Source: an optimization exercise on an open RTL-to-GDS flow (aim: small area, a short achievable clock period and few clock cycles per item). Production flows keep margins and buffers that such runs may drop. Only simulation tests tie the RTL to the original design; equivalence was not proved. Power figures rest on the tool's default switching activity, not on a simulated workload.

run a:
// teavault_cipher
module teavault_cipher (
    input  wire         clk,
    input  wire         rst,           
    input  wire         in_valid,
    output wire         in_ready,
    input  wire         in_decrypt,    
    input  wire [127:0] in_key,
    input  wire [63:0]  in_block,
    output wire         out_valid,
    input  wire         out_ready,
    output wire [63:0]  out_block
);
Size in the first run: roughly 260 I/O pins.
==> flow/config.mk <==
export PLATFORM = sky130hd
export DESIGN_NAME = teavault_cipher
export DESIGN_NICKNAME = teavault_cipher
export VERILOG_FILES = /design/flow/design.v
export SDC_FILE = /design/flow/constraint.sdc
export NUM_CORES = 4
export LEC_CHECK = 0
export ABC_AREA = 1
export CAP_MARGIN = 20
export CORE_MARGIN = 2
export CORE_UTILIZATION = 40
export SLEW_MARGIN = 20
export BUFFER_PORTS_ARGS = -buffer_cell sky130_fd_sc_hd__buf_1
export ADDER_MAP_FILE = 
export SETUP_SLACK_MARGIN = 9
export TNS_END_PERCENT = 0
==> flow/constraint.sdc <==
create_clock -name core_clock -period 12.0 [get_ports {clk}]
set_input_delay 2.4000 -clock core_clock [delete_from_list [all_inputs] [get_ports {clk}]]
set_output_delay 2.4000 -clock core_clock [all_outputs]
set_load 0.01 [all_outputs]
standard.sh (not shown) runs the stock make flow with config.mk's settings and CLKGATE_MAP_FILE= SYNTH_SCRIPT=/design/flow/synth_recipe.tcl, a recipe that flattens the netlist after the stock synthesis.
==> flow/flow/run.sh <==
#!/bin/bash
# The standard ORFS layout (standard.sh), with these changes to how the
# layout is made (the SDC and clock period stay the standard flow's):
#  - ports are buffered with buf_1 cells instead of delay buffers;
#  - synthesis does not map adders to the library's fa/ha cells (same
#    synthesis script and registers, the adders are left to ABC);
#  - timing repair aims for more setup slack, on the worst path only.
set -e
cat >> "$FLOW_CONFIG" <<'EOC'
export BUFFER_PORTS_ARGS = -buffer_cell sky130_fd_sc_hd__buf_1
export ADDER_MAP_FILE = 
export SETUP_SLACK_MARGIN = 9
export TNS_END_PERCENT = 0
EOC
bash standard.sh > standard.log 2>&1
Run a completed; timing, DRC and antenna clean
Testbench counts of run a, summed over its fixed seeds: cycles 166,398, items 1,280.
#### Input delta (run b over run a)
Settings: SETUP_SLACK_MARGIN changed from 9 to 8; ADDER_MAP_FILE removed (was ).
==> flow/flow/run.sh <==
#!/bin/bash
set -e
cat >> "$FLOW_CONFIG" <<'EOC'
export BUFFER_PORTS_ARGS = -buffer_cell sky130_fd_sc_hd__buf_1
export SETUP_SLACK_MARGIN = 8
export TNS_END_PERCENT = 0
EOC
bash standard.sh > standard.log 2>&1
==> run summary <==
- Relative to run a, data required time at the worst endpoint increased by 2.61 ns in run b.
- Compared run b against run a; number of vias per cell after detailed routing within noise.
- In run b relative to run a, count of placed standard cells in the final layout, fillers left out had gone down by more than a quarter.

========
teavault_cipher, a different RTL version from the one above (not shown whole).
Size: about 0.015 mm² of cells after synthesis.
==> flow/config.mk <==
export PLATFORM = sky130hd
export DESIGN_NAME = teavault_cipher
export DESIGN_NICKNAME = teavault_cipher
export VERILOG_FILES = /design/flow/design.v
export SDC_FILE = /design/flow/constraint.sdc
export NUM_CORES = 4
export LEC_CHECK = 0
export ABC_AREA = 1
export CAP_MARGIN = 20
export CORE_MARGIN = 2
export CORE_UTILIZATION = 40
export SLEW_MARGIN = 20
export BUFFER_PORTS_ARGS = -buffer_cell sky130_fd_sc_hd__buf_1
export ADDER_MAP_FILE = 
export SETUP_SLACK_MARGIN = 7.5
export TNS_END_PERCENT = 0
export CTS_ARGS = -sink_clustering_enable -repair_clock_nets -dont_use_dummy_load -buf_list sky130_fd_sc_hd__clkbuf_8
==> flow/constraint.sdc <==
create_clock -name core_clock -period 12.0 [get_ports {clk}]
set_input_delay 2.4000 -clock core_clock [delete_from_list [all_inputs] [get_ports {clk}]]
set_output_delay 2.4000 -clock core_clock [all_outputs]
set_load 0.01 [all_outputs]
==> flow/flow/run.sh <==
#!/bin/bash
# The standard ORFS layout (standard.sh), with these changes to how the
# layout is made (the SDC and clock period stay the standard flow's):
#  - ports are buffered with buf_1 cells instead of delay buffers;
#  - synthesis does not map adders to the library's fa/ha cells (same
#    synthesis script and registers, the adders are left to ABC);
#  - timing repair aims for more setup slack, on the worst path only;
#  - clock tree synthesis (when CTS_ARGS is set below) inserts no dummy
#    loads.
# The ORFS logs of every step are kept under orfs/logs, and standard.sh's own
# output in standard.log.
set -e
cat >> "$FLOW_CONFIG" <<'EOC'
export BUFFER_PORTS_ARGS = -buffer_cell sky130_fd_sc_hd__buf_1
export ADDER_MAP_FILE = 
export SETUP_SLACK_MARGIN = 7.5
export TNS_END_PERCENT = 0
export CTS_ARGS = -sink_clustering_enable -repair_clock_nets -dont_use_dummy_load -buf_list sky130_fd_sc_hd__clkbuf_8
EOC
bash standard.sh > standard.log 2>&1
Testbench counts at the start, summed over its fixed seeds: cycles 167,043, items 1,280.
Edit:
==> flow/flow/run.sh (replaced) <==
#!/bin/bash
# The standard ORFS layout (standard.sh), with these changes to how the
# layout is made (the SDC and clock period stay the standard flow's):
#  - ports are buffered with buf_1 cells instead of delay buffers;
#  - synthesis does not map adders to the library's fa/ha cells (same
#    synthesis script and registers, the adders are left to ABC);
#  - timing repair aims for more setup slack, on the worst path only.
set -e
cat >> "$FLOW_CONFIG" <<'EOC'
export BUFFER_PORTS_ARGS = -buffer_cell sky130_fd_sc_hd__buf_1
export ADDER_MAP_FILE = 
export SETUP_SLACK_MARGIN = 8
export TNS_END_PERCENT = 0
EOC
bash standard.sh > standard.log 2>&1
CTS_ARGS = default   (was -sink_clustering_enable -repair_clock_nets -dont_use_dummy_load -buf_list sky130_fd_sc_hd__clkbuf_8)
SETUP_SLACK_MARGIN = 8   (was 7.5)
Result: Final cell count increases by 1.8%. First-iteration DRC count increases by 9.5%. Cell area increases by 3.9%. Die area stays the same. Hold slack is worse by 0.0032 ns.
Edit:
--- a/flow/flow/run.sh
+++ b/flow/flow/run.sh
@@ -13,2 +13,3 @@
 export TNS_END_PERCENT = 0
+export CTS_ARGS = -sink_clustering_enable -repair_clock_nets -dont_use_dummy_load
 EOC
CTS_ARGS = -sink_clustering_enable -repair_clock_nets -dont_use_dummy_load   (was default)
The new run went through all stages and came out clean.
First-iteration DRC count is lower by 8.8%.
Utilization falls by 0.26 points.
Sequential cell count is unchanged.
Worst setup slack stays flat.
Non-clock buffer count came out lower by 1.
Routed wire length goes down by 0.34%.
Total power falls by 1.0%.
Synthesized cell count does not change.
Die area stays the same.
Global-route usage hardly moves.
Design area falls by 0.54%.
Edit:
--- a/flow/flow/run.sh
+++ b/flow/flow/run.sh
@@ -6,6 +6,10 @@
 #    synthesis script and registers, the adders are left to ABC);
-#  - timing repair aims for more setup slack, on the worst path only.
+#  - timing repair aims for more setup slack, on the worst path only;
+#  - clock tree synthesis (when CTS_ARGS is set below) inserts no dummy
+#    loads.
+# The ORFS logs of every step are kept under orfs/logs, and standard.sh's own
+# output in standard.log.
 set -e
 cat >> "$FLOW_CONFIG" <<'EOC'
-export BUFFER_PORTS_ARGS = -buffer_cell sky130_fd_sc_hd__buf_1
+export BUFFER_PORTS_ARGS = -buffer_cell sky130_fd_sc_hd__buf_2
 export ADDER_MAP_FILE = 
@@ -13,3 +17,3 @@
 export TNS_END_PERCENT = 0
-export CTS_ARGS = -sink_clustering_enable -repair_clock_nets -dont_use_dummy_load
+export CTS_ARGS = -sink_clustering_enable -repair_clock_nets -dont_use_dummy_load -buf_list sky130_fd_sc_hd__clkbuf_8
 EOC
BUFFER_PORTS_ARGS = -buffer_cell sky130_fd_sc_hd__buf_2   (was -buffer_cell sky130_fd_sc_hd__buf_1)
CTS_ARGS = -sink_clustering_enable -repair_clock_nets -dont_use_dummy_load -buf_list sky130_fd_sc_hd__clkbuf_8   (was -sink_clustering_enable -repair_clock_nets -dont_use_dummy_load)
Count of clock-buffer cells in the layout does not change.
Critical path depth came out lower by 1.
Routed wire length came out lower by 1.0%.
Global-route usage came out lower by 0.15 points.
Worst setup slack improves by 0.016 ns.
Utilization barely changes.

[afterwards: timing with drivers on the ports]
Ports are ideal in the flow. The routed layouts listed here were re-timed in OpenROAD. Step 1 (the two cells are an assumption about what drives the block):
set clk [get_ports {clk}]
set_driving_cell -lib_cell sky130_fd_sc_hd__clkbuf_16 $clk
set_driving_cell -lib_cell sky130_fd_sc_hd__buf_2 [delete_from_list [all_inputs] $clk]
Step 2, shift: input delay + t, output delay - t, t = (earliest + latest rising clock arrival at the registers) / 2. This alone moves slack from input paths to output paths. Slacks: ideal ports / drivers / drivers and shift; pairs: ideal ports / drivers.
run | t (ns) | setup WS [ns] | worst setup path at the end | latest minus earliest clock arrival (ns) | worst slew at a driven data input, ns
run a | 0.522 | 8.209 / 8.156 / 7.828 | input to register | 0.017 / 0.017 | 0.05
run b | 0.506 | 7.385 / 7.385 / 7.149 | input to register | 0.019 / 0.018 | 0.04
the first run of note 2 | 0.538 | 8.120 / 8.120 / 7.873 | input to register | 0.034 / 0.034 | 0.05
the second run of note 2 | 0.492 | 8.218 / 8.169 / 7.862 | input to register | 0.015 / 0.015 | 0.05
the third run of note 2 | 0.491 | 8.217 / 8.163 / 7.857 | input to register | 0.020 / 0.020 | 0.05
the fourth run of note 2 | 0.536 | 8.233 / 8.180 / 7.817 | input to register | 0.040 / 0.039 | 0.05
After both steps setup and hold are still met in every run listed. The setup slack of the fourth run of note 2, which loses most, moves by -0.053 ns with the drivers and by -0.416 ns with both steps.
